What follows belongs to an exercise in optimizing a design on an open flow for small area, a short achievable clock period and few clock cycles per item; a production flow would make more cautious choices.
RTL that was checked went through simulation tests only; none was proved equivalent to the original.
For runs 2 to 7, only the layout was checked, not whether the RTL still works.

--- design/flow/standard.sh ---
#!/bin/bash
# synth_recipe.tcl (not shown) runs the flow's synth.tcl, then flattens the netlist and writes it again
# the make line also repeats each setting of config.mk as NAME=value (left out here)
make -C /OpenROAD-flow-scripts/flow DESIGN_CONFIG=/design/flow/config.mk WORK_HOME=/design/flow/orfs CLKGATE_MAP_FILE= SYNTH_SCRIPT=/design/flow/synth_recipe.tcl "${@:-finish}"
--- design/flow/design.v ---
module bdgr_dec (
    input  wire        clk,
    input  wire        rst,
    input  wire        start,
    input  wire [15:0] width,
    input  wire [15:0] height,
    input  wire        pred_med,
    output wire        busy,
    output wire        mismatch,
    input  wire        in_valid,
    input  wire [63:0] in_word,
    output wire        in_ready,
    output wire        out_valid,
    output wire [7:0]  out_pix,
    output wire        out_last,
    input  wire        out_ready,
    input  wire [7:0]  up_pix
);
    localparam [2:0] S_IDLE = 3'd0, S_HDR = 3'd1, S_DEC = 3'd2, S_MISM = 3'd3,
                     S_FLUSH = 3'd4;
    reg [2:0]  state;
    reg        mism_r;
    reg        med_r;
    reg [15:0] w_r;
    reg [15:0] cx, cy;        
    reg        dfc, dfr;      
    reg [19:0] t_r;           
    reg [6:0]  q;             
    reg        pv;            
    reg [7:0]  pd;            
    reg [1:0]  pcls;          
    reg        plast;
    reg [7:0]  prev;          
    reg [7:0]  up_prev;       
    wire [7:0] pr = {pd[6:0] ^ {7{pd[7]}}, pd[7]};
    reg [2:0] k;              
    always @(*) begin
        if      (pr <= 8'd1)   k = 3'd0;
        else if (pr <= 8'd4)   k = 3'd1;
        else if (pr <= 8'd8)   k = 3'd2;
        else if (pr <= 8'd16)  k = 3'd3;
        else if (pr <= 8'd32)  k = 3'd4;
        else if (pr <= 8'd64)  k = 3'd5;
        else if (pr <= 8'd128) k = 3'd6;
        else                   k = 3'd7;
    end
    wire [6:0] qk = q + 7'd1 + {4'd0, k};     
    wire [6:0] qe = q + 7'd20;                
    reg [10:0] fit84, fit20;
    integer j;
    always @(*) begin
        for (j = 0; j <= 10; j = j + 1) begin
            fit84[j] = (qk <= 84 - j);
            fit20[j] = (qk <= 20 - j);
        end
    end
    wire esc84 = (q <= 7'd64);
    wire esc20 = (q == 7'd0);
    wire [83:0] s  = {in_word, t_r};
    wire [82:0] s6 = q[6] ? {63'd0, s[83:64]} : s[82:0];
    wire [50:0] s5 = q[5] ? s6[82:32] : s6[50:0];
    wire [34:0] s4 = q[4] ? s5[50:16] : s5[34:0];
    wire [26:0] s3 = q[3] ? s4[34:8]  : s4[26:0];
    wire [22:0] s2 = q[2] ? s3[26:4]  : s3[22:0];
    wire [20:0] s1 = q[1] ? s2[22:2]  : s2[20:0];
    wire [19:0] win = q[0] ? s1[20:1] : s1[19:0];
    reg [3:0] z;              
    integer i;
    always @(*) begin
        z = 4'd11;
        for (i = 10; i >= 0; i = i - 1)
            if (win[i]) z = i[3:0];
    end
    wire esc = ~|win[10:0];
    wire [14:0] u3   = z[3] ? {4'd0, win[19:9]} : win[15:1];
    wire [10:0] u2   = z[2] ? u3[14:4] : u3[10:0];
    wire [8:0]  u1   = z[1] ? u2[10:2] : u2[8:0];
    wire [7:0]  rest = z[0] ? u1[8:1]  : u1[7:0];
    wire [7:0]  m    = rest & ((8'd1 << k) - 8'd1);
    wire [14:0] rq   = ({11'd0, z} << k) | {7'd0, m};
    wire [7:0]  r    = esc ? win[19:12] : rq[7:0];
    wire [7:0]  rd   = r[0] ? ~{1'b0, r[7:1]} : {1'b0, r[7:1]};    
    wire have = in_valid ? (|(win[10:0] & fit84) | (esc & esc84))
                         : (|(win[10:0] & fit20) | (esc & esc20));
    wire last_col = (cx == 16'd1);
    wire last_row = (cy == 16'd1);
    wire last_sym = last_col & last_row;
    wire [7:0] d  = pd;
    wire [7:0] na = prev;
    wire [7:0] nb = up_pix;
    wire [7:0] nc = up_prev;
    function [7:0] padd(input [7:0] a, input [7:0] b, input ci);
        reg [7:0] g, p, gg, pp;
        integer i, l;
        begin
            g = a & b;
            p = a ^ b;
            gg = g; pp = p;
            for (l = 1; l < 8; l = l * 2)
                for (i = 7; i >= l; i = i - 1) begin
                    gg[i] = gg[i] | (pp[i] & gg[i-l]);
                    pp[i] = pp[i] & pp[i-l];
                end
            padd[0] = p[0] ^ ci;
            for (i = 1; i < 8; i = i + 1)
                padd[i] = p[i] ^ (gg[i-1] | (pp[i-1] & ci));
        end
    endfunction
    wire [7:0] va = na + d;                   
    wire [7:0] cs = na ^ ~nc ^ d;             
    wire [7:0] cc = (na & ~nc) | (na & d) | (~nc & d);
    wire [7:0] e  = padd(cs, {cc[6:0], 1'b1}, 1'b0);
    wire [7:0] vb = nb + d;                   
    wire [7:0] vc = nb + e;                   
    wire c_gt = (nc > na);
    wire c_eq = (nc == na);
    wire lt   = (na < nb);
    wire ge_b = (nc >= nb);
    wire le_b = (nc <= nb);
    reg [7:0] v;
    always @(*) begin
        if (pcls == 2'd0)
            v = va;
        else if ((pcls == 2'd1) | c_eq)
            v = vb;
        else if (c_gt ? ~ge_b : ~le_b)
            v = vc;
        else if (c_gt ^ lt)
            v = vb;
        else
            v = va;
    end
    wire flush_word = (q > 7'd20);            
    assign busy      = (state != S_IDLE);
    assign mismatch  = mism_r;
    assign in_ready  = ((state == S_DEC) & q[6]) | (state == S_MISM) |
                       ((state == S_FLUSH) & flush_word);
    assign out_valid = pv & ((state != S_FLUSH) | ~flush_word | in_valid);
    assign out_pix   = v;
    assign out_last  = plast;
    wire hdr_ok   = (in_word[15:0] == cx) & (in_word[31:16] == cy);
    wire dec_on   = (state == S_DEC) | ((state == S_HDR) & hdr_ok);
    wire take     = in_valid & in_ready;
    wire out_fire = out_valid & out_ready;
    wire dec_fire = dec_on & have & (~pv | out_ready);
    wire [6:0] qa = dec_fire ? (esc ? qe : qk + {3'd0, z}) : q;
    always @(posedge clk) begin
        if (rst) begin
            state  <= S_IDLE;
            mism_r <= 1'b0;
            pv     <= 1'b0;
        end else begin
            if (dec_fire) begin
                pv    <= 1'b1;
                pd    <= rd;
                pcls  <= (~med_r | dfr) ? 2'd0 : (dfc ? 2'd1 : 2'd2);
                plast <= last_sym;
            end else if (out_fire) begin
                pv    <= 1'b0;
            end
            if (out_fire) begin
                prev    <= v;
                up_prev <= up_pix;
            end
            if (dec_fire) begin
                if (last_col) begin
                    cx  <= w_r;
                    cy  <= cy - 16'd1;
                    dfc <= 1'b1;
                    dfr <= 1'b0;
                end else begin
                    cx  <= cx - 16'd1;
                    dfc <= 1'b0;
                end
            end
            if ((state == S_DEC) | (state == S_HDR))
                q <= {qa[6] & ~take, qa[5:0]};
            else if (take)
                q <= 7'd0;
            if (take)
                t_r <= in_word[63:44];
            case (state)
                S_IDLE: begin
                    if (start) begin
                        state  <= S_HDR;
                        mism_r <= 1'b0;
                        med_r  <= pred_med;
                        w_r    <= width;
                        cx     <= width;
                        cy     <= height;
                        dfc    <= 1'b1;
                        dfr    <= 1'b1;
                        prev   <= 8'd0;
                        pd     <= 8'd128;
                        q      <= 7'd52;
                    end
                end
                S_HDR: begin
                    if (dec_fire & last_sym)
                        state <= S_FLUSH;
                    else if (in_valid)
                        state <= hdr_ok ? S_DEC : S_MISM;
                end
                S_MISM: begin
                    if (in_valid) begin
                        mism_r <= 1'b1;
                        state  <= S_IDLE;
                    end
                end
                S_DEC: begin
                    if (dec_fire & last_sym)
                        state <= S_FLUSH;
                end
                S_FLUSH: begin
                    if (out_fire & plast)
                        state <= S_IDLE;
                end
                default: state <= S_IDLE;
            endcase
        end
    end
endmodule
--- design/flow/flow/run.sh ---
#!/bin/bash
# The standard layout, with plain buf_1 cells as the port buffers (the
# resizer still upsizes them where timing needs it).
set -euo pipefail
export BUFFER_PORTS_ARGS="-buffer_cell sky130_fd_sc_hd__buf_1"
bash standard.sh > standard.log 2>&1
--- design/flow/config.mk ---
export PLATFORM = sky130hd
export DESIGN_NAME = bdgr_dec
export DESIGN_NICKNAME = bdgr_dec
export VERILOG_FILES = /design/flow/design.v
export SDC_FILE = /design/flow/constraint.sdc
export NUM_CORES = 4
export LEC_CHECK = 0
export ABC_AREA = 1
export CAP_MARGIN = 20
export CORE_MARGIN = 2
export CORE_UTILIZATION = 40
export SETUP_SLACK_MARGIN = 5
export SLEW_MARGIN = 20
--- design/flow/constraint.sdc ---
create_clock -name core_clock -period 12.0 [get_ports {clk}]
set_input_delay 2.4000 -clock core_clock [delete_from_list [all_inputs] [get_ports {clk}]]
set_output_delay 2.4000 -clock core_clock [all_outputs]
set_load 0.01 [all_outputs]
==> run summary, run 1 <==
fin crit share=around 57%; R2R cell count=28; floorplan row count=65; Synth top area share=24.8%; worst relative slew slack=about a third; Top FF cell, synth=edfxtp_1; synth top area cells=edfxtp_1 25%, nand2_1 16%, nand3_1 10%, ha_1 6.3%, inv_1 6.1%; crit path launch type=input port; via count of the routed design=13500; Syn-to-layout area delta=10.2%; Slew Limit Fails=0; final setup vio count=0; Num CTS Buffers=9; final core occ=44.6%; number of synthesized register bits=110; CP Launch Point=up_pix[5]; Hold Violations, Final=0; Longest Clk Path Bufs=2; WHS=496 ps; status=finished clean; Worst Skew=11.8 ps; setup TNS=0 ps; Worst setup EP type=output port; Setup CP Type=in -> out; clock latency (worst-skew pair)=390 ps; Die X=approximately 180 um; Req. time, crit path=between 9000 and 10000 ps; reg2reg start=pd[7]; initial antenna violation count=0; IO Pins=~120; Synth Cell Area=0.0127 mm^2; Arrival @ worst endpoint=4500 ps; Worst R2R End=q[0]; largest net degree at the start of global routing=just under 60; gr ovfl total=0; Post-DP Area=0.0133 mm^2; DP HPWL=34.1 mm; Reg2Reg Setup Slack=5670 ps; register area share after synthesis=roughly 26%; FFs w/ async S/R, synth=0%; worst min path class=reg -> reg; Post-synth EDFFs=105; # diodes=0; share of cells above drive strength 1=8.25%; achievable frequency=145 MHz; Critical Path End=out_pix[0]; DR WL/cell=18.2 um; number of global-route vias before repair=12600; first-pass GRT wire length=69.5 mm; vias per cell=5.57; Initial Util=40.5%; Net Count, Synth=around 2100; Hold Buf Count CTS=0; die area=0.0332 mm^2; worst-path fanout max=7; CORE AREA=0.0314 mm^2; fin crit period=about 7000 ps; Max Cap Viol=0; Antenna Nets Post-Route=0; cells after synthesis=slightly below 2000; unrepaired setup endpoints after global routing=yes; port bufs=~120; H-tree depth=3; GR Util All Layers=26.6%; Unique masters post-synth=58; Tightest Pin Transition=1010 ps; hold path depth=2; hold path start=pv; routability cong.=0.972; top-count cell post-synth=nand2_1; Clock Sinks=between 100 and 150; clk slew on worst S/H paths=~80 ps; DRC Markers=0; Iter 0 DRT Violations=1182; Design Area, Final=0.0140 mm^2; largest area contributor in the synthesized netlist=edfxtp_1; CTS tree=done; Synthesis Warnings=1; drt first pass iters=6; final wirelength=44.2 mm; final net count=2206; top post-synthesis cells by count=548 x nand2_1, 262 x nand3_1, 206 x inv_1; mean area per synthesized cell=6.55 um^2; Die Ht=182 um; Root Driver=clkbuf_16
==> sequential cells by signal, indices dropped and copies added, names as in the netlist <==
signal / count
med_r: 1
pcls: 2
t_r: 20
state: 3
up_prev: 8
pd: 8
dfr: 1
q: 7
dfc: 1
cy: 16
mism_r: 1
plast: 1
w_r: 16
prev: 8
cx: 16
pv: 1
==> placed cells by master (no fill, tap or decap), types with 7 or more instances in the layout <==
cell type  netlist  layout
nand2_1        548     545
nand3_1        262     262
inv_1          206     201
nor2_1         153     149
buf_1            8     107
edfxtp_1       105     105
a21oi_1         96      89
o21ai_1         48      57
ha_1            64      55
o21ai_0         68      54
xor2_1          39      39
xnor2_1         38      38
o211ai_1        26      26
buf_4            8      26
nand4_1         22      22
inv_2           17      21
nand2_2         15      17
a31oi_1         15      15
nor3_1          14      14
fa_1            13      12
nor4_1          11      11
nor2_2           7       9
or2_2           10       9
clkbuf_16        0       9
buf_2           29       9
nand3_2          7       7
a21oi_2          1       7
ha_4             0       7
==> logic make-up after synthesis <==
group | count (synthesis) | synth area share, %
simple gates | 1068 | 36.8
buf+inv | 309 | 10.2
compound gates | 298 | 13.6
flops | 110 | 25.6
xor+xnor | 78 | 5.44
fa+ha+maj | 77 | 8.35
==> stage by stage <==
step,setup WS [ps],std cells
2_1_floorplan,5350,1940
3_3_place_gp,4560,2396
3_5_place_dp,4510,2396
4_1_cts,5000,2417
5_1_grt,4940,2426
6_report,5100,2426
==> area by class of cell <==
cell class	instances	area (um^2)
timing repair inverter	1	8.76
inverter	230	878
clock buffer	10	229
timing repair buffer	146	667
clock inverter	6	88.8
sequential	110	3250
tap	402	503
fill	3347	17400
multi-input combinational	1521	8370
==> worst min-delay path by stage <==
stage,endpoint,slack (ps)
floorplan,pv,460
global placement,pv,480
detailed placement,pv,490
CTS,pv,500
global route,pv,540
finish,pv,500
==> layer usage <==
metal / vias up / global-route usage, % / wire [um]
met5: - / 0 / 0
met4: 0 / 7.74 / 1200
met3: 74 / 3.91 / 3020
met2: 556 / 43.9 / 20300
met1: 6261 / 36.2 / 19700
li1: 6633 / - / -
==> timing repair <==
item	4_1_cts	5_1_grt
buffers inserted	4	9
resized for setup	29	51
endpoints found under the setup margin	8	37
cloned	1	0
pin swaps	7	22
==> critical path, stage by stage <==
cell	delay (ps)
buf_4	110
inv_1	80
ha_1	320
a21o_1	180
a221oi_2	300
nand2_1	130
nand2_4	150
clkinv_4	90
o211ai_1	180
o211ai_1	150
a22oi_2	230
buf_2	160
Testbench counts, summed over its fixed seeds: cycles 34,277, items 34,030.
==> run 2: changes to the inputs <==
--- a/design/flow/design.v
+++ b/design/flow/design.v
@@ -27,12 +27,11 @@
     reg [19:0] t_r;           
     reg [6:0]  q;             
     reg        pv;            
-    reg [7:0]  pd;            
+    reg [7:0]  pr;            
     reg [1:0]  pcls;          
     reg        plast;
     reg [7:0]  prev;          
     reg [7:0]  up_prev;       
-    wire [7:0] pr = {pd[6:0] ^ {7{pd[7]}}, pd[7]};
     reg [2:0] k;              
     always @(*) begin
         if      (pr <= 8'd1)   k = 3'd0;
@@ -79,13 +78,12 @@
     wire [7:0]  m    = rest & ((8'd1 << k) - 8'd1);
     wire [14:0] rq   = ({11'd0, z} << k) | {7'd0, m};
     wire [7:0]  r    = esc ? win[19:12] : rq[7:0];
-    wire [7:0]  rd   = r[0] ? ~{1'b0, r[7:1]} : {1'b0, r[7:1]};    
     wire have = in_valid ? (|(win[10:0] & fit84) | (esc & esc84))
                          : (|(win[10:0] & fit20) | (esc & esc20));
     wire last_col = (cx == 16'd1);
     wire last_row = (cy == 16'd1);
     wire last_sym = last_col & last_row;
-    wire [7:0] d  = pd;
+    wire [7:0] d  = pr[0] ? ~{1'b0, pr[7:1]} : {1'b0, pr[7:1]};    
     wire [7:0] na = prev;
     wire [7:0] nb = up_pix;
     wire [7:0] nc = up_prev;
@@ -107,9 +105,7 @@
         end
     endfunction
     wire [7:0] va = na + d;                   
-    wire [7:0] cs = na ^ ~nc ^ d;             
-    wire [7:0] cc = (na & ~nc) | (na & d) | (~nc & d);
-    wire [7:0] e  = padd(cs, {cc[6:0], 1'b1}, 1'b0);
+    wire [7:0] e  = padd(va, ~nc, 1'b1);      
     wire [7:0] vb = nb + d;                   
     wire [7:0] vc = nb + e;                   
     wire c_gt = (nc > na);
@@ -152,7 +148,7 @@
         end else begin
             if (dec_fire) begin
                 pv    <= 1'b1;
-                pd    <= rd;
+                pr    <= r;
                 pcls  <= (~med_r | dfr) ? 2'd0 : (dfc ? 2'd1 : 2'd2);
                 plast <= last_sym;
             end else if (out_fire) begin
@@ -191,7 +187,7 @@
                         dfc    <= 1'b1;
                         dfr    <= 1'b1;
                         prev   <= 8'd0;
-                        pd     <= 8'd128;
+                        pr     <= 8'd255;
                         q      <= 7'd52;
                     end
                 end
==> design/flow/run.sh (new file) <==
#!/bin/bash
# synth_recipe.tcl (not shown) runs the flow's synth.tcl, then flattens the netlist and writes it again
# the make line also repeats each setting of config.mk as NAME=value (left out here)
make -C /OpenROAD-flow-scripts/flow DESIGN_CONFIG=/design/flow/config.mk WORK_HOME=/design/flow/orfs CLKGATE_MAP_FILE= SYNTH_SCRIPT=/design/flow/synth_recipe.tcl finish
removed: design/flow/flow/run.sh
removed: design/flow/standard.sh
==> run summary, run 2 <==
Tightest Pin Transition=1060 ps; WP buf/inv=5; Critical Path Slowest Stage Cell=fa_2; reg2reg start=pr[0]; Top delay family on crit path=compound AO/OA/AOI/OAI gates; achievable frequency=roughly 140 MHz; crit path launch type=register; share of cells above drive strength 1=between 10% and 20%; Worst Skew=~7.0 ps; number of synthesized register bits=110; status=finished clean; H-tree depth=3; Most common cell on crit path=nand2_1; top post-synthesis cells by count=558 x nand2_1, 232 x nand3_1, 221 x inv_1; setup TNS=0 ps; clk slew on worst S/H paths=about 80 ps; Biggest register=t_r; GR Util All Layers=28.4%; hold path start=mism_r; fin crit share=between 50% and 60%; worst-path fanout max=10; number of global-route vias before repair=13000; Longest Clk Path Bufs=2; Arrival @ worst endpoint=4610 ps; floorplan row count=65; worst relative slew slack=around 29%; Fillers=3266; DR WL/cell=19.1 um; Root Driver=clkbuf_16; max reg flops=20; complex-gate fraction of the synthesized area=~15%; Max Cap Viol=0; unrepaired setup endpoints after global routing=yes; Initial Util=40.5%; Clock Sinks=110; Die X=183 um; CP Launch Point=pr[0]; commonest non-fill, non-tap cells in the layout=553 x nand2_1, 232 x nand3_1, 209 x inv_1, 149 x nor2_1, 119 x o21ai_0; Die Ht=about 180 um; drt first pass iters=5; Syn-to-layout area delta=17.9%; Setup CP Type=reg -> out; die area=0.0334 mm^2; Synthesis Warnings=1; simple-gate share of the synthesized area=36.4%; Synth Cell Area=0.0128 mm^2; DRC Markers=0; final net count=2240; Antenna Nets Post-Route=0; CORE AREA=0.0316 mm^2; Num CTS Buffers=9; largest area contributor in the synthesized netlist=edfxtp_1; XOR/XNOR Fraction of Synth Area=about 5.2%; synth top area cells=edfxtp_1 25%, nand2_1 16%, nand3_1 9.1%, ha_1 6.6%, inv_1 6.5%; commonest non-fill, non-tap cell in the layout=nand2_1; worst min path class=reg -> reg; routability cong.=roughly 0.98; Hold Violations, Final=0; DP HPWL=36.4 mm; Slowest Stage Delay on Critical Path=about 550 ps; mean area per synthesized cell=6.49 um^2; FFs w/ async S/R, synth=0%; Hold Buf Count CTS=0; Slew Limit Fails=0; clock latency (worst-skew pair)=370 ps; final wirelength=47.2 mm; Synth top area share=24.7%; Unique masters post-synth=54; largest family of logic cells by synthesized area=simple AND/OR/NAND/NOR gates; largest net degree at the start of global routing=59; non-filler cells in the finished layout=approximately 2500; IO Pins=123; first-pass GRT wire length=between 70 and 80 mm; initial antenna violation count=1; port bufs=around 120; vias per cell=5.53; Worst setup EP type=output port; Post-Synth Adder-Cell Area=7.18%; Top FF cell, synth=edfxtp_1; mux contribution to synthesized area=0.391%; via count of the routed design=13600; Req. time, crit path=9600 ps; Iter 0 DRT Violations=between 1000 and 1500; Net Count, Synth=2151; Post-synth EDFFs=~110; CTS tree=done; fin crit period=roughly 7000 ps; top-count cell post-synth=nand2_1; Inst Count DP=between 2000 and 2500; register area share after synthesis=25.4%; gr ovfl total=0; cells after synthesis=1970; final setup vio count=0
[run 2: changes by cell type in the layout (fill, tap and decap cells not counted), moves of 11 or more]
| cell | before | now |
|---|---|---|
| buf_1 | 107 | 0 |
| clkdlybuf4s50_1 | 0 | 106 |
| o21ai_0 | 54 | 119 |
| nand3_1 | 262 | 232 |
| o21ai_1 | 57 | 36 |
| buf_4 | 26 | 42 |
| a21oi_1 | 89 | 76 |
| fa_1 | 12 | 1 |
| nor2_4 | 5 | 16 |
[run 2: final cells by class]
class,count,area (um^2),share of cell area [%]
antenna,1,2.50,0.0166
timing repair buffer,162,1480,9.82
multi-input combinational,1534,8600,57.0
inverter,242,922,6.12
tap,402,503,3.34
clock buffer,11,243,1.61
sequential,110,3250,21.6
clock inverter,5,75.1,0.498
[run 2: metal layers]
| metal | vias up | wire length, um | GRT usage [%] |
|---|---|---|---|
| li1 | 6713 | - | - |
| met1 | 6286 | 20300 | 37.4 |
| met2 | 568 | 22000 | 48.3 |
| met3 | 78 | 3540 | 3.95 |
| met4 | 0 | 1400 | 9.25 |
| met5 | - | 0 | 0 |
[run 2: final timing paths]
kind / cells past startpoint / end / slack, ps
min: 2 / mism_r / 500
max reg2reg: 28 / cy[1] / 6300
max: 25 / out_pix[7] / 4990
min reg2reg: 2 / mism_r / 500
[run 2: logic make-up after synthesis]
| logic type | Yosys count |
|---|---|
| xor+xnor | 76 |
| fa+ha+maj | 71 |
| simple gates | 1053 |
| compound gates | 328 |
| buf+inv | 327 |
| flops | 110 |
| mux | 5 |
[run 2: worst register-to-register path: cells and delay by family (launching register included)]
kind,cells,cell delay [ps]
DFF,1,450
buffers and inverters,7,1460
adders and majority gates,3,790
and+or+nand+nor,12,1310
AOI/OAI and AO/OA,6,1470
[run 2: timing repair]
item,4_1_cts,5_1_grt
cloned,1,0
gates resized for setup,143,26
buffers inserted,19,8
endpoints found under the setup margin,8,8
pin swaps,35,26
[run 2: through the flow]
step | cell area, um^2 | setup WS, ps | hold WS [ps] | util, %
6_report | 15100 | 4990 | 502 | 47.8
5_1_grt | 15100 | 4780 | 531 | 47.8
4_1_cts | 14900 | 5000 | 506 | 47.2
3_5_place_dp | 14200 | 3410 | 485 | 44.9
3_3_place_gp | 14200 | 3390 | 483 | 44.9
2_1_floorplan | 12800 | 5190 | 459 | -
==> run 3: changes to the inputs <==
--- a/design/flow/config.mk
+++ b/design/flow/config.mk
@@ -8,6 +8,6 @@
 export ABC_AREA = 1
 export CAP_MARGIN = 20
 export CORE_MARGIN = 2
-export CORE_UTILIZATION = 40
+export CORE_UTILIZATION = 65
 export SETUP_SLACK_MARGIN = 5
 export SLEW_MARGIN = 20
==> run summary, run 3 <==
status=finished clean; number of synthesized register bits=110; Clock Sinks=110; non-filler cells in the finished layout=2337; floorplan row count=51; commonest non-fill, non-tap cells in the layout=548 x nand2_1, 232 x nand3_1, 203 x inv_1, 147 x nor2_1, 114 x o21ai_0; Hold Buf Count CTS=0; Hold Violations, Final=0; # diodes=0; via count of the routed design=between 10000 and 15000; top-count cell post-synth=nand2_1; DR WL/cell=~21 um; CTS tree=done; worst relative slew slack=19.8%; Unique masters post-synth=54; routed wl met3=6.60 mm; M1 WL=16.8 mm; Post-synth EDFFs=105; largest area contributor in the synthesized netlist=edfxtp_1; fin crit share=63.8%; Antenna Nets Post-Route=0; achievable frequency=131 MHz; number of global-route vias before repair=13400; cells after synthesis=1970; Die Ht=144 um; setup ws final=~4300 ps; H-tree depth=3; Top FF cell, synth=edfxtp_1; WL met2=21.6 mm; Inst Count DP=2285; Setup CP Type=in -> out; top sig layer=met5; setup TNS=0 ps; Num CTS Buffers=9; crit path launch type=input port; mean area per synthesized cell=6.49 um^2; vias per cell=6.41; FFs w/ async S/R, synth=0%; Arrival @ worst endpoint=5250 ps; Syn-to-layout area delta=19.7%; DRC Markers=0; CORE AREA=approximately 0.019 mm^2; Iter 0 DRT Violations=2123; reg2reg start=pr[0]; final setup vio count=0; Die X=roughly 140 um; CP Launch Point=up_pix[3]; port bufs=122; gr ovfl total=0; Fillers=1377; Synth top area share=24.7%; Longest Clk Path Bufs=2; first-pass GRT wire length=70.1 mm; unrepaired setup endpoints after global routing=yes; synth top area cells=edfxtp_1 25%, nand2_1 16%, nand3_1 9.1%, ha_1 6.6%, inv_1 6.5%; clock latency (worst-skew pair)=390 ps; Worst Skew=15.8 ps; routability cong.=1.02; largest net degree at the start of global routing=59; hold path start=mism_r; Root Driver=clkbuf_16; Synthesis Warnings=1; drt first pass iters=10; final net count=2248; share of cells above drive strength 1=12.6%; clk slew on worst S/H paths=90 ps; Initial Util=65.9%; IO Pins=123; register area share after synthesis=25.4%; worst min path class=reg -> reg; DP HPWL=33.0 mm; final core occ=78.9%; final wirelength=48.7 mm; Req. time, crit path=9600 ps; GR Util All Layers=a little over two fifths; post-place setup slack=between 3000 and 4000 ps; die area=0.0208 mm^2; top post-synthesis cells by count=558 x nand2_1, 232 x nand3_1, 221 x inv_1; Max Cap Viol=0; Synth Cell Area=between 0.01 and 0.015 mm^2; initial antenna violation count=0; Biggest register=t_r; Tightest Pin Transition=~1200 ps; commonest non-fill, non-tap cell in the layout=nand2_1; fin crit period=7650 ps; Worst setup EP type=output port; max reg flops=20; Slew Limit Fails=0; worst-path fanout max=4; Net Count, Synth=2151
==> run 3: changes by cell type in the layout (fill, tap and decap cells not counted), moves of 5 or more <==
cell / change
a21oi_1: -6
buf_6: +10
ha_4: +5
o21ai_0: -5
nand2_1: -5
a21oi_2: +5
inv_1: -6
==> run 3: through the flow <==
stage / instance area (um^2) / hold slack [ps]
after detailed placement: 14000 / 493
after CTS: 14800 / 509
after global placement: 14000 / 454
after global routing: 15300 / 536
after floorplan: 12800 / 459
final: 15300 / 508
==> run 3: path summary, 6_finish.rpt <==
kind | end | slack, ps | depth (start not counted)
worst max register to register | q[3] | 6390 | 31
worst min register to register | mism_r | 510 | 2
worst min-delay path | mism_r | 510 | 2
worst max-delay path | out_pix[6] | 4350 | 14
==> run 3: cell families after synthesis <==
logic type	count (synthesis)	synth area share, %
muxes	5	0.391
and+or+nand+nor	1053	36.4
buffers and inverters	327	10.7
adders and majority gates	71	7.18
xor gates and xnor gates	76	5.21
AOI/OAI and AO/OA	328	14.7
DFF	110	25.4
==> run 3: what timing repair did <==
| action | CTS | global route |
|---|---|---|
| buffers inserted | 19 | 15 |
| setup endpoints to repair | 8 | 8 |
| resized for setup | 143 | 103 |
| pin swaps | 41 | 53 |
| gates cloned | 2 | 0 |
==> run 3: metal layers <==
| layer | up-vias | track usage [%] |
|---|---|---|
| li1 | 6740 | - |
| met1 | 6712 | 56.0 |
| met2 | 1228 | 70.1 |
| met3 | 306 | 8.58 |
| met4 | 2 | 24.5 |
| met5 | - | 0 |
==> run 3: critical path, cell delays in order <==
cell and delay [ps]:
buf_6 110, ha_1 430, a21oi_1 120, inv_1 130, a31oi_4 50, o21ai_0 710, a21oi_1 200, xor2_1 260
nand2_1 120, o211ai_1 130, o211ai_1 140, nand3_1 190, o21ai_2 80, buf_2 160
==> run 3: cell type report <==
cell class / instances / area (um^2) / area share, %
clock buffer: 9 / 225 / 1.47
clock inverter: 7 / 96.3 / 0.629
sequential: 110 / 3250 / 21.2
multi-input combinational: 1535 / 8850 / 57.8
tap: 265 / 332 / 2.17
inverter: 242 / 943 / 6.16
timing repair buffer: 169 / 1620 / 10.6
==> run 4: changes to the inputs <==
--- a/design/flow/design.v
+++ b/design/flow/design.v
@@ -25,13 +25,15 @@
     reg [15:0] cx, cy;        
     reg        dfc, dfr;      
     reg [19:0] t_r;           
-    reg [6:0]  q;             
+    reg [6:0]  qb;            
+    reg [3:0]  zr;
     reg        pv;            
     reg [7:0]  pr;            
     reg [1:0]  pcls;          
     reg        plast;
     reg [7:0]  prev;          
     reg [7:0]  up_prev;       
+    wire [6:0] q = qb + {3'd0, zr};
     reg [2:0] k;              
     always @(*) begin
         if      (pr <= 8'd1)   k = 3'd0;
@@ -87,44 +89,27 @@
     wire [7:0] na = prev;
     wire [7:0] nb = up_pix;
     wire [7:0] nc = up_prev;
-    function [7:0] padd(input [7:0] a, input [7:0] b, input ci);
-        reg [7:0] g, p, gg, pp;
-        integer i, l;
-        begin
-            g = a & b;
-            p = a ^ b;
-            gg = g; pp = p;
-            for (l = 1; l < 8; l = l * 2)
-                for (i = 7; i >= l; i = i - 1) begin
-                    gg[i] = gg[i] | (pp[i] & gg[i-l]);
-                    pp[i] = pp[i] & pp[i-l];
-                end
-            padd[0] = p[0] ^ ci;
-            for (i = 1; i < 8; i = i + 1)
-                padd[i] = p[i] ^ (gg[i-1] | (pp[i-1] & ci));
-        end
-    endfunction
-    wire [7:0] va = na + d;                   
-    wire [7:0] e  = padd(va, ~nc, 1'b1);      
-    wire [7:0] vb = nb + d;                   
-    wire [7:0] vc = nb + e;                   
-    wire c_gt = (nc > na);
-    wire c_eq = (nc == na);
+    wire [7:0] va = na + d;
+    wire [7:0] e  = na - nc + d;
+    wire [7:0] vb = nb + d;
+    wire [7:0] vc = nb + e;
     wire lt   = (na < nb);
+    wire ge_a = (nc >= na);
     wire ge_b = (nc >= nb);
+    wire le_a = (nc <= na);
     wire le_b = (nc <= nb);
     reg [7:0] v;
     always @(*) begin
         if (pcls == 2'd0)
             v = va;
-        else if ((pcls == 2'd1) | c_eq)
+        else if (pcls == 2'd1)
             v = vb;
-        else if (c_gt ? ~ge_b : ~le_b)
+        else if (ge_a & ge_b)
+            v = lt ? va : vb;
+        else if (le_a & le_b)
+            v = lt ? vb : va;
+        else
             v = vc;
-        else if (c_gt ^ lt)
-            v = vb;
-        else
-            v = va;
     end
     wire flush_word = (q > 7'd20);            
     assign busy      = (state != S_IDLE);
@@ -139,7 +124,7 @@
     wire take     = in_valid & in_ready;
     wire out_fire = out_valid & out_ready;
     wire dec_fire = dec_on & have & (~pv | out_ready);
-    wire [6:0] qa = dec_fire ? (esc ? qe : qk + {3'd0, z}) : q;
+    wire [6:0] qb_a = dec_fire ? (esc ? qe : qk) : q;
     always @(posedge clk) begin
         if (rst) begin
             state  <= S_IDLE;
@@ -169,10 +154,16 @@
                     dfc <= 1'b0;
                 end
             end
-            if ((state == S_DEC) | (state == S_HDR))
-                q <= {qa[6] & ~take, qa[5:0]};
-            else if (take)
-                q <= 7'd0;
+            if (state == S_DEC) begin
+                qb <= {qb_a[6] & ~take, qb_a[5:0]};
+                zr <= (dec_fire & ~esc) ? z : 4'd0;
+            end else if (state == S_HDR) begin
+                qb <= dec_fire ? (esc ? qe : qk) : qb;
+                zr <= (dec_fire & ~esc) ? z : 4'd0;
+            end else if (take) begin
+                qb <= 7'd0;
+                zr <= 4'd0;
+            end
             if (take)
                 t_r <= in_word[63:44];
             case (state)
@@ -188,7 +179,8 @@
                         dfr    <= 1'b1;
                         prev   <= 8'd0;
                         pr     <= 8'd255;
-                        q      <= 7'd52;
+                        qb     <= 7'd52;
+                        zr     <= 4'd0;
                     end
                 end
                 S_HDR: begin
--- a/design/flow/config.mk
+++ b/design/flow/config.mk
@@ -8,6 +8,5 @@
 export ABC_AREA = 1
 export CAP_MARGIN = 20
 export CORE_MARGIN = 2
-export CORE_UTILIZATION = 65
-export SETUP_SLACK_MARGIN = 5
+export CORE_UTILIZATION = 40
 export SLEW_MARGIN = 20
==> run summary, run 4 <==
status=finished clean; Worst setup EP type=output port; crit path cell chain=clkdlybuf4s50_1, inv_1, fa_1, inv_1, fa_1, ha_1, inv_1, fa_1, o21ai_0, a21oi_1, nor2_1, nor2_1, xnor2_1, o21ai_0, nand2_1, a21oi_1, a221o_1, clkdlybuf4s50_1; fin crit share=between 70% and 80%; worst-path fanout max=4; Fillers=3526; Initial Util=about two fifths; Arrival @ worst endpoint=about 6600 ps; Biggest register=t_r; Critical Path End=out_pix[7]; clock latency (worst-skew pair)=around 440 ps; crit path launch type=input port; CTS tree=done; GR Util All Layers=26.5%; commonest non-fill, non-tap cell in the layout=nand2_1; Inst Count DP=2603; R2R cell count=27; Top delay family on crit path=adder cells; Unique masters post-synth=56; DR WL/cell=around 18 um; WHS=471 ps; Root Driver=clkbuf_16; largest net degree at the start of global routing=64; gr ovfl total=0; Synth Cell Area=~0.013 mm^2; setup TNS=0 ps; Post-DP Area=0.0149 mm^2; Worst R2R End=cx[12]; Hold Violations, Final=0; Iter 0 DRT Violations=1349; max reg flops=20; CORE AREA=0.0333 mm^2; Synth top area share=24.3%; register area share after synthesis=approximately a quarter; Longest Clk Path Bufs=2; Die Ht=187 um; Slew Limit Fails=0; first-pass GRT wire length=73.8 mm; port bufs=122; worst min path class=reg -> reg; routability cong.=0.923; Worst Skew=9.75 ps; Net Count, Synth=2285; Critical Path Slowest Stage Cell=clkdlybuf4s50_1; Post-CTS Setup Inserts=0; unrepaired setup endpoints after global routing=no; stages on the worst setup path=18; Design Area, Final=0.0155 mm^2; worst relative slew slack=28.9%; Antenna Nets Post-Route=0; Post-synth EDFFs=109; die area=0.0351 mm^2; largest area contributor in the synthesized netlist=edfxtp_1; H-tree depth=4; final wirelength=around 47 mm; achievable frequency=111 MHz; Die X=187 um; final net count=between 2000 and 2500; fin crit period=8980 ps; # diodes=0; Req. time, crit path=9600 ps; reg2reg start=qb[0]; mean area per synthesized cell=about 6.4 um^2; number of global-route vias before repair=13400; Syn-to-layout area delta=15.2%; Reg2Reg Setup Slack=5990 ps; CP Launch Point=up_pix[1]; # resized after CTS=0; initial antenna violation count=0; Slowest Stage Delay on Critical Path=570 ps; top-count cell post-synth=nand2_1; non-filler cells in the finished layout=2635; commonest non-fill, non-tap cells in the layout=633 x nand2_1, 271 x nand3_1, 235 x inv_1, 190 x nor2_1, 122 x clkdlybuf4s50_1; DP HPWL=36.1 mm; Clock Sinks=114; Hold Buf Count CTS=0; Tightest Pin Transition=1060 ps; FFs w/ async S/R, synth=0%; final setup vio count=0; IO Pins=between 100 and 150; Setup CP Type=in -> out; Num CTS Buffers=17; number of synthesized register bits=between 100 and 150; cells after synthesis=about 2100; via count of the routed design=14500; Top FF cell, synth=edfxtp_1; drt first pass iters=6; WP buf/inv=5; top post-synthesis cells by count=633 x nand2_1, 271 x nand3_1, 236 x inv_1; vias per cell=about 5.5; floorplan row count=67; synth top area cells=edfxtp_1 24%, nand2_1 18%, nand3_1 10%, inv_1 6.6%, ha_1 5.6%; Synthesis Warnings=1; share of cells above drive strength 1=5.62%; DRC Markers=0; Max Cap Viol=0; clk slew on worst S/H paths=60 ps
run 4: logic make-up after synthesis:
group | after synthesis | synth area share, %
XOR/XNOR | 64 | 4.17
AO/OA/AOI/OAI | 296 | 13.1
multiplexers | 1 | 0.0745
AND/OR/NAND/NOR | 1214 | 39.0
buffers and inverters | 332 | 10.4
flip-flops | 114 | 25.1
adder cells (fa/ha/maj) | 77 | 8.12
run 4: final cells by class:
type	count	area, um^2	share of cell area [%]
Clock buffer	19	433	2.80
Clock inverter	13	136	0.881
Inverter	252	946	6.11
Timing Repair Buffer	137	1330	8.61
Multi-Input combinational cell	1652	8700	56.2
Sequential cell	114	3370	21.8
Tap cell	448	561	3.62
run 4: worst min path at each step:
| stage | start | end | slack, ps | depth (start not counted) |
|---|---|---|---|---|
| 2_1_floorplan | pv | pv | 450 | 2 |
| 3_3_place_gp | pv | pv | 450 | 2 |
| 3_5_place_dp | pv | pv | 460 | 2 |
| 4_1_cts | pv | pv | 470 | 2 |
| 5_1_grt | pv | pv | 480 | 2 |
| 6_report | pv | pv | 470 | 2 |
run 4: per-layer routing:
metal | global-route usage (%) | share of wire, % | wire (um) | up-vias
met2 | 41.5 | 45 | 20900 | 538
met5 | 0 | 0 | 0 | -
met3 | 3.43 | 6.2 | 2900 | 63
li1 | - | - | - | 7118
met1 | 38.1 | 47 | 21800 | 6731
met4 | 7.69 | 2.5 | 1190 | 0
run 4: worst reg2reg max path, cell delays in order (launching register included):
cell      delay, ps
edfxtp_1        420
ha_1            280
fa_1            400
nand2_1         120
nand2_2         110
nand3_1          80
nand2_1          50
buf_4           250
inv_2           590
nand2_1         410
o21ai_1         190
nand2_1          90
nand2_1         100
nand2_1          90
nand2_1          90
nand2_1          70
nand3_1         100
nand3_1         180
nand2_2         230
nand2_4          90
nor2_8          150
nand4_1         150
nand3_2         180
and3_2          390
buf_4           530
nand3_1         170
o21ai_0         150
o21ai_1          80
run 4: stage by stage:
| step | utilization [%] | setup slack (ps) |
|---|---|---|
| floorplan | - | 4370 |
| global placement | 44.8 | 3060 |
| detailed placement | 44.8 | 3030 |
| CTS | 46.5 | 2980 |
| global route | 46.5 | 2710 |
| finish | 46.5 | 3020 |
==> run 5: changes to the inputs <==
--- a/design/flow/config.mk
+++ b/design/flow/config.mk
@@ -9,4 +9,5 @@
 export CAP_MARGIN = 20
 export CORE_MARGIN = 2
 export CORE_UTILIZATION = 40
+export SETUP_SLACK_MARGIN = 5
 export SLEW_MARGIN = 20
==> run summary, run 5 <==
CORE AREA=between 0.03 and 0.04 mm^2; Clock Sinks=114; Synth top area share=approximately a quarter; unrepaired setup endpoints after global routing=yes; Synthesis Warnings=1; # diodes=0; Slowest Stage Delay on Critical Path=530 ps; Max Cap Viol=0; largest area contributor in the synthesized netlist=edfxtp_1; die area=0.0351 mm^2; GR Util met3=2.91%; vias per cell=about 5.5; M1 GR Usage=38.7%; worst-path fanout max=2; final net count=2387; gr ovfl total=0; largest family of logic cells by synthesized area=simple AND/OR/NAND/NOR gates; Inst Count DP=2603; H-tree depth=4; largest net degree at the start of global routing=62; via count of the routed design=14600; GR Util All Layers=26.9%; CTS tree=done; clock latency (worst-skew pair)=440 ps; worst min path class=reg -> reg; fin crit share=64.3%; top post-synthesis cells by count=633 x nand2_1, 271 x nand3_1, 236 x inv_1; complex-gate fraction of the synthesized area=13.1%; synth top area cells=edfxtp_1 24%, nand2_1 18%, nand3_1 10%, inv_1 6.6%, ha_1 5.6%; Unique masters post-synth=56; share of cells above drive strength 1=9.63%; fin crit period=7720 ps; simple-gate share of the synthesized area=39.0%; number of global-route vias before repair=between 10000 and 15000; FFs w/ async S/R, synth=0%; Die Ht=187 um; non-filler cells in the finished layout=2660; DRC Markers=0; Iter 0 DRT Violations=between 1000 and 1500; Initial Util=roughly two fifths; Die X=approximately 190 um; port bufs=122; Antenna Nets Post-Route=0; Worst Skew=9.85 ps; Arrival @ worst endpoint=5320 ps; status=finished clean; Biggest register=t_r; IO Pins=~120; final wirelength=47.4 mm; clk slew on worst S/H paths=about 60 ps; Top FF cell, synth=edfxtp_1; Hold Buf Count CTS=0; Synth Cell Area=0.0134 mm^2; Longest Clk Path Bufs=2; Worst setup EP type=output port; Syn-to-layout area delta=18.8%; Num CTS Buffers=17; Tightest Pin Transition=roughly 1100 ps; drt first pass iters=5; Post-Synth Adder-Cell Area=8.12%; final setup vio count=0; floorplan row count=67; Post-synth EDFFs=about 110; number of synthesized register bits=~110; mux contribution to synthesized area=less than 1%; final core occ=48.0%; crit path launch type=input port; achievable frequency=130 MHz; Root Driver=clkbuf_16; worst relative slew slack=between 20 and 30%; register area share after synthesis=between 20% and 30%; max reg flops=20; mean area per synthesized cell=6.41 um^2; met2 usage=42.2%; Critical Path Slowest Stage Cell=fa_1; XOR/XNOR Fraction of Synth Area=4.17%; WP buf/inv=5; Req. time, crit path=between 9000 and 10000 ps; initial antenna violation count=0; Slew Limit Fails=0; crit path cell chain=buf_12, inv_12, fa_1, inv_2, fa_1, ha_2, inv_2, fa_2, o21ai_2, a21oi_1, nor2_1, nor2_1, xnor2_1, o21ai_1, nand2_1, a21oi_1, a221o_1, buf_2; cells after synthesis=about 2100; DR WL/cell=17.8 um; Hold Violations, Final=0; routability cong.=0.912; commonest non-fill, non-tap cells in the layout=628 x nand2_1, 267 x nand3_1, 222 x inv_1, 189 x nor2_1, 109 x edfxtp_1; Net Count, Synth=2285; commonest non-fill, non-tap cell in the layout=nand2_1; Top delay family on crit path=adder cells; setup TNS=0 ps; top-count cell post-synth=nand2_1; DP HPWL=around 36 mm; first-pass GRT wire length=75.0 mm; gr busiest metal=met2; Setup CP Type=in -> out
## run 5: cell counts after synthesis
No cell type changed its count.
## run 5: path summary, 6_finish.rpt
path	start	to	slack (ps)	depth (start not counted)
max	up_pix[1]	out_pix[7]	4280	18
min	pv	pv	460	2
max reg2reg	qb[0]	cx[2]	6020	27
min reg2reg	pv	pv	460	2
## run 5: routing by layer
layer	wire [um]	part of all wire, %
met5	0	0
met4	1480	3.1
met3	2830	6.0
met2	21100	44
met1	22000	46
## run 5: cells by family after synthesis
logic type                 count (synthesis)
AOI/OAI and AO/OA                        296
DFF                                      114
adders and majority gates                 77
and+or+nand+nor                         1214
xor gates and xnor gates                  64
buffers and inverters                    332
muxes                                      1
## run 5: worst reg2reg max path, cell delays in order (launching register included)
cell and delay, ps:
edfxtp_1 410, ha_1 270, fa_1 400, nand2_1 110, nand2_2 120, nand2_1 90, nand2_1 50, nand2_1 50
buf_4 340, nand3_1 650, inv_1 500, a21oi_1 140, nand3_1 140, nand2_1 80, nand2_1 90, nand3_1 100
nand3_1 230, nand2_2 130, nand2_4 120, nor2_1 60, nand2_1 60, nand2_1 50, nand3_1 180, and3_2 410
buf_4 530, o211ai_1 210, o21ai_1 110, o21ai_1 80
## run 5: final cells by class
class                           count  area [um^2]
Fill cell                        3519        17300
Multi-Input combinational cell   1652         8920
Sequential cell                   114         3370
Timing Repair Buffer              163         1520
Inverter                          252          982
Tap cell                          448          561
Clock buffer                       17          425
Clock inverter                     14          181
## run 5: what timing repair did
action | CTS | global route
setup buffers | 17 | 9
resized for setup | 120 | 6
endpoints found under the setup margin | 8 | 8
pin swaps | 43 | 31
## run 5: stage by stage
step	area [um^2]	hold slack [ps]	worst slack (ps)
3_5_place_dp	15000	458	3200
6_report	16000	465	4280
4_1_cts	15900	467	4210
3_3_place_gp	15000	452	3190
5_1_grt	16000	516	4140
2_1_floorplan	13500	445	4610
==> run 6: changes to the inputs <==
--- a/design/flow/design.v
+++ b/design/flow/design.v
@@ -25,15 +25,14 @@
     reg [15:0] cx, cy;        
     reg        dfc, dfr;      
     reg [19:0] t_r;           
-    reg [6:0]  qb;            
-    reg [3:0]  zr;
+    reg [6:0]  q;             
     reg        pv;            
-    reg [7:0]  pr;            
+    reg [7:0]  pd;            
     reg [1:0]  pcls;          
     reg        plast;
     reg [7:0]  prev;          
     reg [7:0]  up_prev;       
-    wire [6:0] q = qb + {3'd0, zr};
+    wire [7:0] pr = {pd[6:0] ^ {7{pd[7]}}, pd[7]};
     reg [2:0] k;              
     always @(*) begin
         if      (pr <= 8'd1)   k = 3'd0;
@@ -80,36 +79,78 @@
     wire [7:0]  m    = rest & ((8'd1 << k) - 8'd1);
     wire [14:0] rq   = ({11'd0, z} << k) | {7'd0, m};
     wire [7:0]  r    = esc ? win[19:12] : rq[7:0];
+    wire [7:0]  rd   = r[0] ? ~{1'b0, r[7:1]} : {1'b0, r[7:1]};    
     wire have = in_valid ? (|(win[10:0] & fit84) | (esc & esc84))
                          : (|(win[10:0] & fit20) | (esc & esc20));
     wire last_col = (cx == 16'd1);
     wire last_row = (cy == 16'd1);
     wire last_sym = last_col & last_row;
-    wire [7:0] d  = pr[0] ? ~{1'b0, pr[7:1]} : {1'b0, pr[7:1]};    
+    wire [7:0] d  = pd;
     wire [7:0] na = prev;
     wire [7:0] nb = up_pix;
     wire [7:0] nc = up_prev;
-    wire [7:0] va = na + d;
-    wire [7:0] e  = na - nc + d;
-    wire [7:0] vb = nb + d;
-    wire [7:0] vc = nb + e;
-    wire lt   = (na < nb);
-    wire ge_a = (nc >= na);
-    wire ge_b = (nc >= nb);
-    wire le_a = (nc <= na);
-    wire le_b = (nc <= nb);
+    function [7:0] padd(input [7:0] a, input [7:0] b, input ci);
+        reg [7:0] g, p, gg, pp;
+        integer i, l;
+        begin
+            g = a & b;
+            p = a ^ b;
+            gg = g; pp = p;
+            for (l = 1; l < 8; l = l * 2)
+                for (i = 7; i >= l; i = i - 1) begin
+                    gg[i] = gg[i] | (pp[i] & gg[i-l]);
+                    pp[i] = pp[i] & pp[i-l];
+                end
+            padd[0] = p[0] ^ ci;
+            for (i = 1; i < 8; i = i + 1)
+                padd[i] = p[i] ^ (gg[i-1] | (pp[i-1] & ci));
+        end
+    endfunction
+    wire [7:0] va = na + d;                   
+    wire [7:0] cs = na ^ ~nc ^ d;             
+    wire [7:0] cc = (na & ~nc) | (na & d) | (~nc & d);
+    wire [7:0] e  = padd(cs, {cc[6:0], 1'b1}, 1'b0);
+    wire [7:0] vb = nb + d;                   
+    wire [7:0] vc = nb + e;                   
+    function [1:0] cmp8(input [7:0] a, input [7:0] b);
+        reg [7:0] l, q;
+        reg [3:0] l2, q2;
+        reg [1:0] l4, q4;
+        integer i;
+        begin
+            l = ~a & b;
+            q = ~(a ^ b);
+            for (i = 0; i < 4; i = i + 1) begin
+                l2[i] = l[2*i+1] | (q[2*i+1] & l[2*i]);
+                q2[i] = q[2*i+1] & q[2*i];
+            end
+            for (i = 0; i < 2; i = i + 1) begin
+                l4[i] = l2[2*i+1] | (q2[2*i+1] & l2[2*i]);
+                q4[i] = q2[2*i+1] & q2[2*i];
+            end
+            cmp8 = {l4[1] | (q4[1] & l4[0]), q4[1] & q4[0]};
+        end
+    endfunction
+    wire [1:0] cca = cmp8(na, nc);            
+    wire [1:0] cab = cmp8(na, nb);
+    wire [1:0] ccb = cmp8(nc, nb);
+    wire c_gt = cca[1];                       
+    wire c_eq = cca[0];
+    wire lt   = cab[1];                       
+    wire c_lt_b = ccb[1];                     
+    wire c_le_b = ccb[1] | ccb[0];            
     reg [7:0] v;
     always @(*) begin
         if (pcls == 2'd0)
             v = va;
-        else if (pcls == 2'd1)
+        else if ((pcls == 2'd1) | c_eq)
             v = vb;
-        else if (ge_a & ge_b)
-            v = lt ? va : vb;
-        else if (le_a & le_b)
-            v = lt ? vb : va;
+        else if (c_gt ? c_lt_b : ~c_le_b)
+            v = vc;
+        else if (c_gt ^ lt)
+            v = vb;
         else
-            v = vc;
+            v = va;
     end
     wire flush_word = (q > 7'd20);            
     assign busy      = (state != S_IDLE);
@@ -124,7 +165,7 @@
     wire take     = in_valid & in_ready;
     wire out_fire = out_valid & out_ready;
     wire dec_fire = dec_on & have & (~pv | out_ready);
-    wire [6:0] qb_a = dec_fire ? (esc ? qe : qk) : q;
+    wire [6:0] qa = dec_fire ? (esc ? qe : qk + {3'd0, z}) : q;
     always @(posedge clk) begin
         if (rst) begin
             state  <= S_IDLE;
@@ -133,7 +174,7 @@
         end else begin
             if (dec_fire) begin
                 pv    <= 1'b1;
-                pr    <= r;
+                pd    <= rd;
                 pcls  <= (~med_r | dfr) ? 2'd0 : (dfc ? 2'd1 : 2'd2);
                 plast <= last_sym;
             end else if (out_fire) begin
@@ -154,16 +195,10 @@
                     dfc <= 1'b0;
                 end
             end
-            if (state == S_DEC) begin
-                qb <= {qb_a[6] & ~take, qb_a[5:0]};
-                zr <= (dec_fire & ~esc) ? z : 4'd0;
-            end else if (state == S_HDR) begin
-                qb <= dec_fire ? (esc ? qe : qk) : qb;
-                zr <= (dec_fire & ~esc) ? z : 4'd0;
-            end else if (take) begin
-                qb <= 7'd0;
-                zr <= 4'd0;
-            end
+            if ((state == S_DEC) | (state == S_HDR))
+                q <= {qa[6] & ~take, qa[5:0]};
+            else if (take)
+                q <= 7'd0;
             if (take)
                 t_r <= in_word[63:44];
             case (state)
@@ -178,9 +213,8 @@
                         dfc    <= 1'b1;
                         dfr    <= 1'b1;
                         prev   <= 8'd0;
-                        pr     <= 8'd255;
-                        qb     <= 7'd52;
-                        zr     <= 4'd0;
+                        pd     <= 8'd128;
+                        q      <= 7'd52;
                     end
                 end
                 S_HDR: begin
==> design/flow/flow/run.sh (new file) <==
#!/bin/bash
# The standard layout, with plain buf_1 cells as the port buffers (the
# resizer still upsizes them where timing needs it), and timing repair
# aiming 6 ns below the clock period.
set -euo pipefail
export BUFFER_PORTS_ARGS="-buffer_cell sky130_fd_sc_hd__buf_1"
bash standard.sh SETUP_SLACK_MARGIN=6 finish > standard.log 2>&1
==> design/flow/standard.sh (new file) <==
#!/bin/bash
# synth_recipe.tcl (not shown) runs the flow's synth.tcl, then flattens the netlist and writes it again
# the make line also repeats each setting of config.mk as NAME=value (left out here)
make -C /OpenROAD-flow-scripts/flow DESIGN_CONFIG=/design/flow/config.mk WORK_HOME=/design/flow/orfs CLKGATE_MAP_FILE= SYNTH_SCRIPT=/design/flow/synth_recipe.tcl "${@:-finish}"
removed: design/flow/run.sh
==> run summary, run 6 <==
status=finished clean; mean area per synthesized cell=~6.6 um^2; die area=0.0332 mm^2; Synth top area share=between 20% and 30%; commonest non-fill, non-tap cells in the layout=488 x nand2_1, 216 x inv_1, 195 x nand3_1, 133 x nor2_1, 105 x edfxtp_1; register area share after synthesis=25.6%; Longest Clk Path Bufs=2; floorplan row count=65; Worst setup EP type=output port; clock latency (worst-skew pair)=390 ps; gr ovfl total=0; cells after synthesis=approximately 1900; Arrival @ worst endpoint=4340 ps; DR WL/cell=18.3 um; drt first pass iters=6; achievable frequency=148 MHz; CORE AREA=0.0314 mm^2; IO Pins=123; routability cong.=0.958; worst-path fanout max=4; worst min path class=reg -> reg; Synth Cell Area=0.0127 mm^2; H-tree depth=3; initial antenna violation count=0; vias per cell=5.54; Num CTS Buffers=9; share of cells above drive strength 1=between 15 and 20%; first-pass GRT wire length=69.4 mm; setup TNS=0 ps; Slew Limit Fails=0; GR Util All Layers=about a quarter; Unique masters post-synth=60; Antenna Nets Post-Route=0; final wirelength=roughly 45 mm; largest net degree at the start of global routing=57; Biggest register=t_r; Synthesis Warnings=1; clk slew on worst S/H paths=80 ps; Die Ht=182 um; Worst Skew=14.4 ps; commonest non-fill, non-tap cell in the layout=nand2_1; port bufs=122; synth top area cells=edfxtp_1 25%, nand2_1 15%, nand3_1 9.4%, inv_1 6.7%, ha_1 6.3%; final net count=2238; number of global-route vias before repair=around 13000; Iter 0 DRT Violations=1103; unrepaired setup endpoints after global routing=yes; top post-synthesis cells by count=522 x nand2_1, 239 x nand3_1, 228 x inv_1; Hold Violations, Final=0; Net Count, Synth=2112; Root Driver=clkbuf_16; Clock Sinks=110; max reg flops=20; fin crit period=6740 ps; Setup CP Type=in -> out; Initial Util=40.4%; # diodes=0; Die X=182 um; Top FF cell, synth=edfxtp_1; number of synthesized register bits=110; Post-DP Area=0.0135 mm^2; CTS tree=done; fin crit share=56.2%; largest area contributor in the synthesized netlist=edfxtp_1; final setup vio count=0; top-count cell post-synth=nand2_1; Post-synth EDFFs=roughly 110; worst relative slew slack=between 20% and 30%; Max Cap Viol=0; Design Area, Final=between 0.015 and 0.02 mm^2; DP HPWL=34.1 mm; Syn-to-layout area delta=19.0%; crit path launch type=input port; FFs w/ async S/R, synth=0%; via count of the routed design=13600; Req. time, crit path=about 9600 ps; DRC Markers=0; Tightest Pin Transition=1090 ps
==> run 6: cell types whose count changed after synthesis, sizes merged, moves of 5 or more <==
cell / previous run / this run
nand2: 653 / 538
nor2: 203 / 163
nand4: 31 / 24
xor2: 45 / 39
o211ai: 38 / 44
nand3: 276 / 243
a21oi: 80 / 95
xnor2: 19 / 39
buf: 56 / 51
a211oi: 10 / 5
==> run 6: path summary, 6_finish.rpt <==
kind,from,end,slack [ps],cells after the start
worst max register to register,pd[7],cy[3],6340,31
worst min register to register,pv,pv,490,2
worst max-delay path,up_pix[2],out_pix[7],5260,17
worst min-delay path,pv,pv,490,2
==> run 6: cell families (layout without fill, tap and decap cells) <==
| group | count (synthesis) | after routing | share of synthesized area [%] |
|---|---|---|---|
| AND/OR/NAND/NOR | 1013 | 1015 | 34.9 |
| AO/OA/AOI/OAI | 322 | 322 | 14.9 |
| XOR/XNOR | 78 | 78 | 5.44 |
| flip-flops | 110 | 110 | 25.6 |
| adder cells (fa/ha/maj) | 77 | 77 | 8.36 |
| buffers and inverters | 323 | 452 | 10.6 |
| multiplexers | 2 | 2 | 0.158 |
==> run 6: per-stage QoR <==
step | setup WS, ps | std cells | hold WS, ps | util (%)
3_5_place_dp | 4830 | 2383 | 476 | 42.9
4_1_cts | 5270 | 2420 | 487 | 45.3
5_1_grt | 5000 | 2458 | 520 | 48.1
2_1_floorplan | 5640 | 1925 | 458 | -
6_report | 5260 | 2458 | 492 | 48.1
3_3_place_gp | 4870 | 2383 | 467 | 42.9
==> run 6: layer usage <==
metal / part of all wire [%] / GRT usage (%) / routed length [um] / vias up
met1: 45 / 37.3 / 20500 / 6297
met2: 45 / 42.1 / 20400 / 538
met3: 6.3 / 3.93 / 2840 / 79
li1: - / - / - / 6692
met4: 3.0 / 9.29 / 1350 / 0
met5: 0 / 0 / 0 / -
==> run 6: cell type report <==
class,instances,area (um^2)
Timing Repair Buffer,189,1100
Inverter,247,958
Tap cell,402,503
Fill cell,3269,16300
Multi-Input combinational cell,1494,8970
Sequential cell,110,3250
Clock inverter,7,91.3
Clock buffer,9,225
==> run 6: critical path, stage by stage <==
cell and delay, ps:
buf_12 110, ha_4 260, a21oi_1 120, nand2_1 100, a21oi_2 170, nor2_1 60, nor2_1 80, inv_1 70
nand2_1 60, nand2_1 50, a21oi_1 170, a21oi_1 90, o21ai_0 80, nand2_1 70, o221ai_1 170, o21ai_1 120
buf_2 160
==> run 6: timing repair <==
item                       CTS  global route
setup buffers               20            37
setup endpoints to repair   44            60
hold buffers                 0             0
cloned                       1             1
gates resized for setup     80           148
hold endpoints to repair     0             0
pin swaps                   29            51
==> run 7: changes to the inputs <==
==> design/flow/flow/run.sh (replaced) <==
#!/bin/bash
# The standard layout, with plain buf_1 cells as the port buffers (the
# resizer still upsizes them where timing needs it).
set -euo pipefail
export BUFFER_PORTS_ARGS="-buffer_cell sky130_fd_sc_hd__buf_1"
bash standard.sh > standard.log 2>&1
==> run summary, run 7 <==
Tightest Pin Transition=919 ps; Iter 0 DRT Violations=around 1300; CORE AREA=0.0314 mm^2; gr ovfl total=0; Unique masters post-synth=60; Top FF cell, synth=edfxtp_1; unrepaired setup endpoints after global routing=yes; clk slew on worst S/H paths=around 80 ps; port bufs=122; CTS tree=done; Antenna Nets Post-Route=0; FFs w/ async S/R, synth=0%; cells after synthesis=1925; stages on the worst setup path=14; DRC Markers=0; largest family of logic cells by synthesized area=simple AND/OR/NAND/NOR gates; clock latency (worst-skew pair)=380 ps; via count of the routed design=13400; Die X=182 um; Post-Synth Adder-Cell Area=8.36%; final setup vio count=0; worst-path fanout max=5; commonest non-fill, non-tap cell in the layout=nand2_1; IO Pins=123; Critical Path Slowest Stage Cell=fa_1; CP Launch Point=up_pix[0]; vias per cell=approximately 5.5; R2R cell count=27; worst min path class=reg -> reg; complex-gate fraction of the synthesized area=14.9%; crit path launch type=input port; register area share after synthesis=25.6%; H-tree depth=3; Arrival @ worst endpoint=4520 ps; top post-synthesis cells by count=522 x nand2_1, 239 x nand3_1, 228 x inv_1; commonest non-fill, non-tap cells in the layout=519 x nand2_1, 238 x nand3_1, 226 x inv_1, 148 x nor2_1, 115 x buf_1; top-count cell post-synth=nand2_1; Setup CP Type=in -> out; fin crit share=between 50% and 60%; final core occ=44.0%; final wirelength=around 44 mm; Synth Cell Area=~0.013 mm^2; die area=0.0332 mm^2; crit path cell chain=buf_2, ha_1, inv_1, fa_1, o21ai_2, a21oi_1, nor2_1, nor2_1, xor2_1, o211ai_1, o211ai_1, o211ai_1, o21ai_0, clkbuf_2; Req. time, crit path=9600 ps; Synth top area share=24.8%; fin crit period=6920 ps; share of cells above drive strength 1=~6.6%; Biggest register=t_r; # diodes=0; DR WL/cell=roughly 18 um; Syn-to-layout area delta=8.85%; Clock Sinks=110; Slowest Stage Delay on Critical Path=420 ps; setup TNS=0 ps; Post-synth EDFFs=about 110; WHS=just under 500 ps; simple-gate share of the synthesized area=34.9%; Root Driver=clkbuf_16; status=finished clean; XOR/XNOR Fraction of Synth Area=5.44%; largest area contributor in the synthesized netlist=edfxtp_1; max reg flops=20; Critical Path End=out_pix[6]; Worst Skew=~15 ps; number of synthesized register bits=110; worst relative slew slack=38.7%; reg2reg start=pd[7]; Die Ht=182 um; final net count=2193; Synthesis Warnings=1; Num CTS Buffers=9; mean area per synthesized cell=6.59 um^2; Max Cap Viol=0; hold path start=pv; Reg2Reg Setup Slack=~5600 ps; Initial Util=about two fifths; initial antenna violation count=0; Longest Clk Path Bufs=2; Most common cell on crit path=o211ai_1; drt first pass iters=5; Top delay family on crit path=compound AO/OA/AOI/OAI gates; synth top area cells=edfxtp_1 25%, nand2_1 15%, nand3_1 9.4%, inv_1 6.7%, ha_1 6.3%; first-pass GRT wire length=68.4 mm; floorplan row count=65; GR Util All Layers=26.3%; mux contribution to synthesized area=0.158%; Slew Limit Fails=0; achievable frequency=145 MHz; routability cong.=~0.93; largest net degree at the start of global routing=57; Worst R2R End=pd[6]; Worst setup EP type=output port; DP HPWL=33.7 mm; Hold Violations, Final=0; Net Count, Synth=2112; WP buf/inv=3; number of global-route vias before repair=12500
-- run 7: cell counts after synthesis --
No cell type changed its count.
-- run 7: worst reg2reg max path: cells and delay by family (launching register included) --
| kind | cells | cell delay [ps] |
|---|---|---|
| and+or+nand+nor | 13 | 1930 |
| buffers and inverters | 6 | 1460 |
| AOI/OAI and AO/OA | 5 | 960 |
| DFF | 1 | 730 |
| xor gates and xnor gates | 2 | 530 |
| adders and majority gates | 1 | 490 |
-- run 7: layer usage --
layer / up-vias / global-route usage (%) / part of all wire (%)
met5: - / 0 / 0
li1: 6595 / - / -
met1: 6193 / 37.1 / 45
met4: 0 / 9.42 / 3.4
met3: 79 / 2.75 / 6.5
met2: 509 / 41.8 / 45
-- run 7: repair_timing --
action                     CTS  global route
gates resized for setup      6            31
hold buffers                 0             0
pin swaps                    0             9
setup endpoints to repair    8            38
buffers inserted             0            10
-- run 7: cells by family after synthesis --
kind of cell	Yosys count
adders and majority gates	77
and+or+nand+nor	1013
AOI/OAI and AO/OA	322
DFF	110
buffers and inverters	323
muxes	2
xor gates and xnor gates	78
-- run 7: per-stage QoR --
stage,instances,cell area (um^2),setup WS [ps]
final,2413,13800,5080
after global routing,2413,13800,4940
after floorplan,1925,12700,5470
after detailed placement,2387,13400,4800
after global placement,2387,13400,4820
after CTS,2403,13600,5010
-- run 7: final cells by class --
cell class | instances | area (um^2)
timing repair buffer | 146 | 652
tap | 402 | 503
clock buffer | 10 | 229
multi-input combinational | 1492 | 8200
sequential | 110 | 3250
clock inverter | 6 | 45.0
inverter | 247 | 935
fill | 3421 | 17600
-- run 7: worst min-delay path by stage --
stage,cells after the start,endpoint
after global placement,2,pv
after floorplan,2,pv
final,2,pv
after CTS,2,pv
after detailed placement,2,pv
after global routing,2,pv

==> what the ideal ports hide <==
In the flow no input, the clock included, has a driving cell. The finished layouts below were timed again as built, in two steps.
Step 1 assumes that a clkbuf_16 drives the clock port and a buf_2 every other input.
Step 2 adds t to the input delays and takes it off the output delays; t is the mean of the earliest and latest rising clock arrival at the registers after step 1. Input paths then give back, and output paths get back, about the clock's delay inside the block.
a / b / c = no drivers / after step 1 / after step 2; a / b = the first two.
run | t (ns) | setup WS [ns] | worst setup path at the end | slew at the worst register clock pin (ns)
run 1 | 0.437 | 5.102 / 5.079 / 5.065 | input to register | 0.09 / 0.09
run 2 | 0.418 | 4.987 / 4.935 / 4.964 | input to output | 0.08 / 0.08
run 3 | 0.429 | 4.349 / 4.309 / 4.309 | input to output | 0.09 / 0.09
run 4 | 0.483 | 3.023 / 2.984 / 2.984 | input to output | 0.06 / 0.06
run 5 | 0.488 | 4.278 / 4.210 / 4.210 | input to output | 0.07 / 0.07
run 6 | 0.443 | 5.258 / 5.209 / 5.209 | input to output | 0.09 / 0.09
run 7 | 0.426 | 5.080 / 5.053 / 5.053 | input to output | 0.09 / 0.09
After both steps setup and hold are still met in every run listed. For run 5, which loses most, drivers alone change the setup slack by -0.068 ns; drivers and shift together by -0.068 ns.
